This design comes from an exercise in tuning for small area, a short achievable clock period and few clock cycles per item on the open sky130 flow, not from production work. The RTL was checked by simulation tests, not by an equivalence proof against the original design.

==> design.v <==
module fc_sat16 (
    input  wire [31:0] b,
    input  wire [1:0]  qty,
    output wire [15:0] q,
    output wire        sat,
    output wire        nan
);
    function [30:0] add3;
        input [30:0] x, y, z;
        input        c2;
        reg   [30:0] sm, cr;
        reg          cy;
        integer      k;
        begin
            for (k = 0; k < 31; k = k + 1) begin
                sm[k] = x[k] ^ y[k] ^ z[k];
                cr[k] = (x[k] & y[k]) | (x[k] & z[k]) | (y[k] & z[k]);
            end
            cy = c2;
            add3[0] = sm[0];
            for (k = 1; k < 31; k = k + 1) begin
                add3[k] = sm[k] ^ cr[k-1] ^ cy;
                cy      = (sm[k] & cr[k-1]) | (sm[k] & cy) | (cr[k-1] & cy);
            end
        end
    endfunction
    wire        s   = b[31];
    wire [7:0]  e   = b[30:23];
    wire        enz = |e;
    wire        emx = &e;
    wire        mnz = |b[22:0];
    wire        pos = (qty == 2'd0);
    wire        tqe = (qty == 2'd3);
    assign nan = emx & mnz;
    wire [23:0] mant = {enz, b[22:0]};
    wire [30:0] m0 = {7'd0, mant};
    wire [30:0] p1c = add3(tqe ? (m0 << 4) : (m0 << 7),
                           tqe ? (m0 << 3) : ~(m0 << 1),
                           tqe ? m0 : ~m0, ~tqe);
    wire        vel    = (qty == 2'd1);
    wire        big_e  = pos ? (e > 8'd141) : vel ? (e > 8'd137) : (e > 8'd139);
    wire        zero_e = pos ? (e < 8'd118) : vel ? (e < 8'd114) : (e < 8'd116);
    wire [4:0]  jc = pos ? 5'd13 : vel ? 5'd9 : 5'd11;
    wire [4:0]  j  = jc - e[4:0];        
    wire [22:0] sv = p1c[30:8] >> j;
    wire        big = big_e | (~zero_e & (|sv[22:20]));
    wire [19:0] t  = zero_e ? 20'd0 : sv[19:0];
    reg  [3:0]  r;
    reg  [4:0]  u0;
    reg  [5:0]  u;
    reg  [1:0]  qq;
    reg  [14:0] d9;
    integer     i;
    always @* begin
        u0     = t[18:14];
        d9[14] = u0[4] | (u0[3] & (u0[2] | u0[1] | u0[0]));    
        r      = d9[14] ? u0[3:0] - 4'd9 : u0[3:0];
        for (i = 6; i >= 0; i = i - 1) begin
            u  = {r, t[2*i+1], t[2*i]};
            qq = (u >= 6'd27) ? 2'd3 : (u >= 6'd18) ? 2'd2 : (u >= 6'd9) ? 2'd1 : 2'd0;
            case (qq)
                2'd3:    r = u[3:0] - 4'd11;    
                2'd2:    r = u[3:0] - 4'd2;     
                2'd1:    r = u[3:0] - 4'd9;     
                default: r = u[3:0];
            endcase
            d9[2*i+1] = qq[1];
            d9[2*i]   = qq[0];
        end
    end
    wire [15:0] mag = pos ? {1'b0, d9} : t[15:0];
    wire        ovf = emx | big |
                      (pos ? (t[19] | (t[18] & (t[17] | t[16] | t[15]))) : (t[19:16] != 4'd0) | (t[15] & (~s | (t[14:0] != 15'd0))));
    reg  [15:0] ng;
    reg         nc;
    integer     k2;
    always @* begin
        nc = s;
        for (k2 = 0; k2 < 16; k2 = k2 + 1) begin
            ng[k2] = (mag[k2] ^ s) ^ nc;
            nc     = (mag[k2] ^ s) & nc;
        end
    end
    assign sat = ~nan & ovf;
    assign q   = nan ? 16'd0 :
                 ovf ? (s ? {15'h4000, pos} : 16'h7FFF) : ng;
endmodule
module fc_descale_init (
    input  wire [15:0] qin,
    input  wire [1:0]  qty,
    output wire        zero,
    output wire [8:0]  se,      
    output wire [6:0]  r0,      
    output wire [23:0] nb       
);
    wire        s = qin[15];
    reg  [15:0] a;
    reg         c;
    integer     i;
    always @* begin
        c = s;
        for (i = 0; i < 16; i = i + 1) begin
            a[i] = (qin[i] ^ s) ^ c;
            c    = (qin[i] ^ s) & c;
        end
    end
    assign zero = (qin == 16'd0);
    reg [3:0] lz;
    always @* begin
        lz = 4'd0;
        for (i = 0; i <= 15; i = i + 1)
            if (a[i]) lz = 4'd15 - i[3:0];
    end
    wire [15:0] an = a << lz;
    wire [19:0] xs = (qty == 2'd0) ? {4'd0, an} : (qty == 2'd3) ? {3'd0, an, 1'b0} : 20'd0;
    reg  [19:0] xa;
    reg         cy;
    always @* begin
        xa[2:0] = xs[2:0];
        cy = 1'b0;
        for (i = 3; i < 20; i = i + 1) begin
            xa[i] = (i < 19 ? an[i-3] : 1'b0) ^ xs[i] ^ cy;
            cy    = ((i < 19 ? an[i-3] : 1'b0) & xs[i]) | (((i < 19 ? an[i-3] : 1'b0) ^ xs[i]) & cy);
        end
    end
    wire        top = xa[19] | (&xa[18:14] & (xa[13] | xa[12]));
    wire [20:0] xw  = top ? {1'b0, xa} : {xa, 1'b0};
    wire [7:0]  ec = (qty == 2'd0) ? 8'd137 : (qty == 2'd1) ? 8'd130 : (qty == 2'd2) ? 8'd132 : 8'd134;
    assign se = {s, ec + {7'd0, top} - {4'd0, lz}};
    assign r0 = xw[19:13];
    assign nb = {xw[12:0], 11'd62};
endmodule
module fc_descale_steps #(parameter DS_K = 8) (
    input  wire [6:0]      r,
    input  wire [DS_K-1:0] nb,
    output wire [DS_K-1:0] qb,
    output wire [6:0]      rn
);
    reg [6:0]      rr;
    reg [7:0]      r2, u;
    reg [DS_K-1:0] q;
    reg            c;
    integer        i, k;
    always @* begin
        rr = r;
        for (i = DS_K - 1; i >= 0; i = i - 1) begin
            r2   = {rr, nb[i]};
            q[i] = rr[6] | (&rr[5:1] & (rr[0] | nb[i]));
            c    = r2[0] | r2[1];
            u[0] = ~r2[0];
            u[1] = ~r2[1] ^ r2[0];
            for (k = 2; k < 7; k = k + 1) begin
                u[k] = r2[k] ^ c;
                c    = r2[k] & c;
            end
            rr   = q[i] ? u[6:0] : r2[6:0];
        end
    end
    assign qb = q;
    assign rn = rr;
endmodule
module frame_codec (
    input  wire        clk,
    input  wire        rst,
    input  wire        bus_valid,
    input  wire        bus_we,
    input  wire [7:0]  bus_addr,
    input  wire [31:0] bus_wdata,
    output wire        bus_ready,
    output reg  [31:0] bus_rdata
);
    localparam [3:0] OP_SCALE = 4'h1, OP_DESCALE = 4'h2, OP_ENC_STREAM = 4'h3,
                     OP_ENC_MODE = 4'h4, OP_ENC_REGW = 4'h5, OP_ENC_PING = 4'h6,
                     OP_DEC_STREAM = 4'h7, OP_DEC_DISC = 4'h8;
    localparam [1:0] J_NONE = 2'd0, J_A = 2'd1, J_B = 2'd2, J_POST = 2'd3;
    reg  [31:0] cmd, opa, opb, opc, pin0, pin1;
    reg  [3:0]  plen;
    reg  [15:0] saq, sbq;
    reg         sas, san, sbs, sbn;
    reg  [1:0]  job;
    reg  [3:0]  kind;
    reg  [31:0] d0, d1;
    reg  [2:0]  fsat, fnan;
    reg         flen8, fname, fhw, done;
    reg  [1:0]  ferr;
    reg         p_f2, p_sc;
    reg  [1:0]  ds_cnt;      
    wire [5:0] ad = bus_addr[7:2];
    wire a_cmd  = (ad == 6'h00), a_opa  = (ad == 6'h01), a_opb  = (ad == 6'h02),
         a_opc  = (ad == 6'h03), a_pin0 = (ad == 6'h04), a_pin1 = (ad == 6'h05),
         a_plen = (ad == 6'h06), a_res0 = (ad == 6'h08), a_res2 = (ad == 6'h0A),
         a_pout1 = (ad == 6'h0D), a_stat = (ad == 6'h10);
    wire busy_any = p_f2 | p_sc | (ds_cnt != 2'd0);
    wire hold = bus_we ? (a_cmd & busy_any)
                       : ((a_res0 & (p_sc | (ds_cnt != 2'd0))) |
                          ((a_stat) & (p_sc | p_f2)) |
                          ((a_res2 | a_pout1) & p_f2));
    assign bus_ready = ~hold;
    wire acc_wr = bus_valid & bus_we & ~hold;
    wire        post_sc = (cmd[3:0] == OP_SCALE);
    reg  [31:0] u_b;
    reg  [1:0]  u_qty;
    always @* begin
        case (job)
            J_A:     begin u_b = opa; u_qty = 2'd0; end
            J_B:     begin u_b = opb; u_qty = 2'd1; end
            default: begin
                u_b   = post_sc ? opa : opc;
                u_qty = post_sc ? cmd[5:4] : (cmd[8] ? 2'd2 : 2'd3);
            end
        endcase
    end
    wire [15:0] uq;
    wire        us, un;
    fc_sat16 u_sat (.b(u_b), .qty(u_qty), .q(uq), .sat(us), .nan(un));
    wire [15:0] saq_n = (job == J_A) ? uq : saq;
    wire        sas_n = (job == J_A) ? us : sas;
    wire        san_n = (job == J_A) ? un : san;
    wire [15:0] sbq_n = (job == J_B) ? uq : sbq;
    wire        sbs_n = (job == J_B) ? us : sbs;
    wire        sbn_n = (job == J_B) ? un : sbn;
    wire        di_zero;
    wire [8:0]  di_se;
    wire [6:0]  di_r0;
    wire [23:0] di_nb;
    fc_descale_init u_di (.qin(opa[15:0]), .qty(bus_wdata[5:4]), .zero(di_zero),
                          .se(di_se), .r0(di_r0), .nb(di_nb));
    wire [7:0]  ds_qb;
    wire [6:0]  ds_rn;
    fc_descale_steps #(.DS_K(8)) u_ds (.r(d1[30:24]), .nb(d1[23:16]), .qb(ds_qb), .rn(ds_rn));
    wire [31:0] w   = bus_wdata;
    wire [3:0]  op  = w[3:0];
    wire [1:0]  qty = w[5:4];
    wire        vo  = w[6];
    wire        raw = w[7];
    wire        ft  = w[8];
    wire [7:0]  imm = w[23:16];
    wire [7:0]  mid = w[31:24];
    reg [31:0] zmask;
    always @* begin
        case (op)
            OP_SCALE, OP_DESCALE:        zmask = 32'hFFFFFFC0;
            OP_ENC_STREAM:               zmask = 32'hFFFFFE30;
            OP_ENC_MODE, OP_ENC_REGW:    zmask = 32'h0000FFF0;
            OP_ENC_PING:                 zmask = 32'h00FFFFF0;
            default:                     zmask = 32'hFFFFFFF0;
        endcase
    end
    wire illegal = (op == 4'h0) || (op > OP_DEC_DISC);
    wire rsv     = (w & zmask) != 32'd0;
    wire badlen  = ((op == OP_DEC_STREAM) || (op == OP_DEC_DISC)) && (plen > 4'd8);
    wire [1:0] err = illegal ? 2'd1 : rsv ? 2'd2 : badlen ? 2'd3 : 2'd0;
    wire name_v = (plen >= 4'd4) && (pin0[7:0] == 8'h51);
    wire hw_v   = (plen >= 4'd8);
    wire        f0_sa = ~vo & ~raw;
    wire [15:0] f0 = vo ? 16'h8000 : raw ? opa[15:0] : saq_n;
    wire [15:0] f1 = raw ? opb[15:0] : sbq_n;
    wire cmd_wr = acc_wr & a_cmd;
    always @(posedge clk) begin
        if (rst) begin
            plen <= 4'd0;
            job <= J_NONE;
            kind <= 4'd0;
            fsat <= 3'd0; fnan <= 3'd0; flen8 <= 1'b0; fname <= 1'b0; fhw <= 1'b0;
            ferr <= 2'd0; done <= 1'b0;
            p_f2 <= 1'b0; p_sc <= 1'b0; ds_cnt <= 2'd0;
        end else begin
            if (p_f2) begin fsat[2] <= us; fnan[2] <= un; end
            if (p_sc) begin fsat[0] <= us; fnan[0] <= un; end
            p_f2 <= 1'b0;
            p_sc <= 1'b0;
            if (ds_cnt != 2'd0) ds_cnt <= ds_cnt - 2'd1;
            job <= J_NONE;
            if (acc_wr) begin
                case (ad)
                    6'h01: job <= J_A;
                    6'h02: job <= J_B;
                    6'h06: plen <= w[3:0];
                    default: ;
                endcase
            end
            if (cmd_wr) begin
                done <= 1'b1;
                ferr <= err;
                fsat <= 3'd0; fnan <= 3'd0; flen8 <= 1'b0; fname <= 1'b0; fhw <= 1'b0;
                if (err == 2'd0) begin
                    kind <= op;
                    case (op)
                        OP_SCALE: begin
                            if (qty == 2'd0) begin
                                fsat[0] <= sas_n; fnan[0] <= san_n;
                            end else begin
                                job <= J_POST; p_sc <= 1'b1;
                            end
                        end
                        OP_DESCALE: begin
                            if (!di_zero) ds_cnt <= 2'd3;
                        end
                        OP_ENC_STREAM: begin
                            fsat[0] <= f0_sa & sas_n; fnan[0] <= f0_sa & san_n;
                            fsat[1] <= ~raw & sbs_n;  fnan[1] <= ~raw & sbn_n;
                            if (!raw) begin job <= J_POST; p_f2 <= 1'b1; end
                        end
                        OP_DEC_STREAM: flen8 <= (plen == 4'd8);
                        OP_DEC_DISC: begin fname <= name_v; fhw <= hw_v; end
                        default: ;
                    endcase
                end
            end
        end
    end
    wire [31:0] wz  = w & {32{~rst}};
    wire [17:0] uz  = {us, un, uq} & {18{~rst}};
    always @(posedge clk) begin
        if (rst | (acc_wr & a_cmd)) cmd  <= wz;
        if (rst | (acc_wr & a_opa)) opa  <= wz;
        if (rst | (acc_wr & a_opb)) opb  <= wz;
        if (rst | (acc_wr & a_opc)) opc  <= wz;
        if (rst | (acc_wr & a_pin0)) pin0 <= wz;
        if (rst | (acc_wr & a_pin1)) pin1 <= wz;
        if (rst | (job == J_A)) {sas, san, saq} <= uz;
        if (rst | (job == J_B)) {sbs, sbn, sbq} <= uz;
    end
    always @(posedge clk) begin
        if (cmd_wr && err == 2'd0) begin
            case (op)
                OP_SCALE:      d0[15:0] <= saq_n;
                OP_DESCALE:    begin
                    d0[31:23] <= di_se;
                    if (di_zero) d0 <= 32'd0;
                    d1 <= {1'b0, di_r0, di_nb};
                end
                OP_ENC_STREAM: begin
                    d0 <= {f1, f0};
                    d1[23:0] <= {ft ? 8'hAD : 8'h90, opc[15:0]};
                end
                OP_ENC_MODE:   begin d0 <= {8'h50, imm, 16'h0001}; d1[23:0] <= {mid, 16'h5050}; end
                OP_ENC_REGW:   begin d0 <= {opa[15:0], imm, 8'h0D}; d1[23:0] <= {mid, opa[31:16]}; end
                OP_ENC_PING:   begin d0 <= 32'h50500011; d1[23:0] <= {mid, 16'h5050}; end
                OP_DEC_STREAM: begin d0 <= pin0; d1 <= pin1; end
                OP_DEC_DISC:   begin
                    d0 <= name_v ? {8'h00, pin0[31:8]} : 32'd0;
                    d1 <= hw_v ? pin1 : 32'd0;
                end
                default: ;
            endcase
        end else begin
            if (p_f2) d1[15:0] <= uq;
            if (p_sc) d0[15:0] <= uq;
            if (ds_cnt != 2'd0) begin
                d1[30:24] <= ds_rn;
                d1[23:8]  <= d1[15:0];
            end
            if (ds_cnt == 2'd3) d0[22:16] <= ds_qb[6:0];
            if (ds_cnt == 2'd2) d0[15:8]  <= ds_qb;
            if (ds_cnt == 2'd1) d0[7:0]   <= ds_qb;
        end
    end
    wire k_sc  = (kind == OP_SCALE);
    wire k_ds  = (kind == OP_DESCALE);
    wire k_enc = (kind == OP_ENC_STREAM) | (kind == OP_ENC_MODE) |
                 (kind == OP_ENC_REGW) | (kind == OP_ENC_PING);
    wire k_pg  = (kind == OP_ENC_PING);
    wire k_dec = (kind == OP_DEC_STREAM);
    wire k_dc  = (kind == OP_DEC_DISC);
    wire k_sd  = (kind == OP_ENC_STREAM) | k_dec;
    wire ok    = (ferr == 2'd0);
    wire [31:0] res0 = (k_ds | k_dc) ? d0 : (k_sc | k_sd) ? {{16{d0[15]}}, d0[15:0]} : 32'd0;
    wire [31:0] res1 = k_sd ? {{16{d0[31]}}, d0[31:16]} : k_dc ? d1 : 32'd0;
    wire [31:0] res2 = k_sd ? {{16{d1[15]}}, d1[15:0]} : 32'd0;
    wire [31:0] pout0 = k_enc ? d0 : 32'd0;
    wire [31:0] pout1 = k_enc ? {16'h5050, d1[15:0]} : 32'd0;
    wire [31:0] arb  = k_enc ? {k_pg, 15'd0, k_pg, 7'd0, d1[23:16]} : 32'd0;
    wire [3:0]  dlc  = k_enc ? 4'd8 : 4'd0;
    wire sent  = ok & k_sd & (d0[15:0] == 16'h8000);
    wire padok = ok & k_dec & (d1[31:16] == 16'h5050);
    wire [31:0] status = {done, 11'd0, 2'd0, ferr, 2'd0, fhw, fname, 1'b0, flen8, padok, sent,
                          1'b0, fnan, 1'b0, fsat};
    always @* begin
        case (ad)
            6'h00:   bus_rdata = cmd;
            6'h01:   bus_rdata = opa;
            6'h02:   bus_rdata = opb;
            6'h03:   bus_rdata = opc;
            6'h04:   bus_rdata = pin0;
            6'h05:   bus_rdata = pin1;
            6'h06:   bus_rdata = {28'd0, plen};
            6'h08:   bus_rdata = res0;
            6'h09:   bus_rdata = res1;
            6'h0A:   bus_rdata = res2;
            6'h0C:   bus_rdata = pout0;
            6'h0D:   bus_rdata = pout1;
            6'h0E:   bus_rdata = arb;
            6'h0F:   bus_rdata = {28'd0, dlc};
            6'h10:   bus_rdata = status;
            default: bus_rdata = 32'd0;
        endcase
    end
endmodule
==> run.sh <==
#!/bin/bash
# synth_recipe.tcl (not shown) runs the flow's synth.tcl, then flattens the netlist and writes it again
# the make line also repeats each setting of config.mk as NAME=value (left out here)
make -C /OpenROAD-flow-scripts/flow DESIGN_CONFIG=/design/flow/config.mk WORK_HOME=/design/flow/orfs CLKGATE_MAP_FILE= SYNTH_SCRIPT=/design/flow/synth_recipe.tcl finish
==> config.mk <==
export PLATFORM = sky130hd
export DESIGN_NAME = frame_codec
export DESIGN_NICKNAME = frame_codec
export VERILOG_FILES = /design/flow/design.v
export SDC_FILE = /design/flow/constraint.sdc
export NUM_CORES = 4
export LEC_CHECK = 0
export ABC_AREA = 1
export CAP_MARGIN = 40
export CORE_MARGIN = 2
export CORE_UTILIZATION = 60
export PLACE_DENSITY = 0.7
export SLEW_MARGIN = 50
==> constraint.sdc <==
create_clock -name core_clock -period 60.0 [get_ports {clk}]
set_input_delay 12.0000 -clock core_clock [delete_from_list [all_inputs] [get_ports {clk}]]
set_output_delay 12.0000 -clock core_clock [all_outputs]
set_load 0.01 [all_outputs]
==> results.txt <==
post-DR wirelength/cell -> 30.3 um
Hold Path End -> fsat[1]
Die Area -> 45400 um^2
hpwl dp -> 91800 um
Top Ports -> 77
crit path DAT -> 16460 ps
Critical Path Start Type -> primary input
Gate Count Post-Synth -> 3384
Layout area overhead -> 10.1%
Vias/cell -> 6.98
DRT iter0 DRCs -> 5820
Starting Density -> 60.8%
worst min path class -> reg -> reg
number of synthesized flops with an enable pin -> 292
RSZ-0062 raised after global routing -> no
Core Region -> 43200 um^2
Worst Setup End Kind -> output pin
overall routing resource usage -> 54.0%
PortBufs -> 74
final WL -> 122000 um
CTS clock-pin slew for the worst setup and hold paths -> 70 ps
r2r worst-path depth -> 141
Finish-stage setup viols -> 0
min Tclk post-route -> 28460 ps
Setup Fix Bufs, Post-CTS -> 0
Slew Viols, Final -> 0
synth warn -> 4
fin cells -> 4039
Site Rows -> 76
min-delay src -> fsat[1]
mapped cell area -> 26200 um^2
top-area cell type share of the netlist area -> 33.4%
DR vias -> 28205
RR Startpoint -> cmd[0]
Post-Syn Nets -> 3608
initial antenna violation count -> 12
largest cells by area after synthesis -> edfxtp_1 33%, nand2_1 9.3%, inv_1 7.2%
Post-Route Utilization -> 66.9%
layout cells sized above 1 -> 9.14%
remaining antenna violation count -> 0
first-pass GRT wire length -> 173000 um
outcome -> timing/DRC/antenna clean
fmax -> 0.0351 GHz
Fin Setup TNS -> 0 ps
relative slew slack -> 39.8%
PostCTS Resize Cnt -> 0
main flop type after synthesis -> edfxtp_1
leftover overflow at the end of global routing -> 0
Hold Path Stages -> 2
Filler Cell Count -> 3701
Final Skew -> 25.2 ps
vias in the first global route -> 26059
Num CTS Buffers -> 31
maximum number of pins on one net before global-route repair -> 59
Max-Cap Viols -> 0
commonest cells after routing, fill and taps aside -> 646 x nand2_1, 502 x inv_1, 312 x o21ai_0
ys async rst share -> 0%
CTS sink count -> 318
data required time of the worst path -> 48000 ps
Die Y -> 213 um
fin nets -> 3649
synth unique cells -> 67
hold_ws -> 482 ps
Worst-Margin Slew -> 900 ps
post-synthesis sequential area ratio -> 35.4%
placed instance count -> 3973
Pre-antenna DRT Iters -> 14
FF-to-FF setup slack -> 33300 ps
CTS tree -> yes
root buf cell -> clkbuf_16
Hold Buf Count CTS -> 0
GP Congestion -> 1.24
Worst-Skew Late Latency -> 600 ps
final hold violation count -> 0
#FFs+latches synth -> 318
Residual DRC -> 0
average cell area after synthesis -> 7.76 um^2
# H-tree levels -> 1
commonest non-fill, non-tap cell in the layout -> nand2_1
fin crit share -> 47.4%
CTS Buffer Depth -> 3
Yosys top cell by area -> edfxtp_1
critical path fanouts, max -> 9
chip width -> 213 um
Worst R2R End -> d0[15]
critical path class -> in -> out
cell usage after synthesis, drive strengths merged (55+ instances only):
| cell type | number |
|---|---|
| o21ai | 363 |
| nand3 | 157 |
| inv | 527 |
| fa | 63 |
| ha | 117 |
| o22ai | 81 |
| xor2 | 55 |
| a21oi | 179 |
| clkbuf | 113 |
| edfxtp | 292 |
| nor2 | 282 |
| nand2 | 708 |
layer usage:
layer / vias to the layer above / GRT usage [%] / part of all wire (%)
met5: - / 0.890 / 0.031
met4: 6 / 44.6 / 11
met3: 807 / 26.0 / 17
met2: 2748 / 76.5 / 40
met1: 12913 / 61.3 / 32
li1: 11731 / - / -
how the worst max path moves through the flow:
stage,from,end,cells past startpoint
after global routing,bus_addr[7],bus_rdata[17],12
final,bus_addr[7],bus_rdata[17],12
after global placement,bus_addr[7],bus_rdata[16],12
after detailed placement,bus_addr[7],bus_rdata[16],12
after floorplan,bus_addr[7],bus_rdata[18],9
after CTS,bus_addr[7],bus_rdata[16],12
logic make-up after synthesis:
group / synth area share [%]
buffers and inverters: 9.82
multiplexers: 0.234
XOR/XNOR: 2.33
flip-flops: 35.4
AND/OR/NAND/NOR: 21.8
AO/OA/AOI/OAI: 20.1
adder cells (fa/ha/maj): 10.4
flip-flops by register name (all words and copies together), names as in the netlist, 4 cells and up:
| register | cells |
|---|---|
| d1 | 32 |
| saq | 16 |
| opc | 32 |
| pin0 | 32 |
| sbq | 16 |
| opa | 32 |
| pin1 | 32 |
| opb | 32 |
| cmd | 32 |
| d0 | 32 |
| plen | 4 |
| kind | 4 |
worst max-delay path, stage by stage:
cell,delay (ps)
clkdlybuf4s50_1,490
nor2_1,220
nand2_1,190
nor2_2,440
clkinv_1,650
a21oi_2,610
buf_4,260
inv_1,120
a21oi_1,580
a2111oi_0,180
nand2_1,140
clkdlybuf4s50_1,550
per-stage QoR:
step,area [um^2],setup slack (ps)
after global placement,27700,31580
final,28900,31540
after global routing,28900,31660
after detailed placement,27800,31810
after CTS,28700,31730
after floorplan,26200,34350
cell type report:
class	instances	area [um^2]	area share, %
multi-input combinational	2393	14700	50.7
timing repair buffer	146	1280	4.42
tap	585	732	2.53
clock inverter	15	95.1	0.329
antenna	9	22.5	0.0780
clock buffer	38	802	2.78
inverter	535	2010	6.96
sequential	318	9290	32.2
Testbench counts, summed over its fixed seeds: cycles 33,682, commands 4,800.

-- what the ideal ports hide --
In the flow no input, the clock included, has a driving cell. The finished layout below was timed again as built, in two steps. Step 1 sets driving cells, clkbuf_16 on the clock port and buf_2 on the other inputs (assumed; they add their load-dependent delay and slew). Step 2 adds t to the input delays and takes it off the output delays; t is the mean of the earliest and latest rising clock arrival at the registers after step 1. Input paths then give back, and output paths get back, about the clock's delay inside the block. Slacks: ideal ports / drivers / drivers and shift; pairs: ideal ports / drivers.
t (ns): 0.645
setup WS [ns]: 31.543 / 31.512 / 31.512
pins driven straight from the clock port: 1
After both steps setup and hold are still met in this run. The setup slack of this run moves by -0.031 ns with the drivers and by -0.031 ns with both steps.
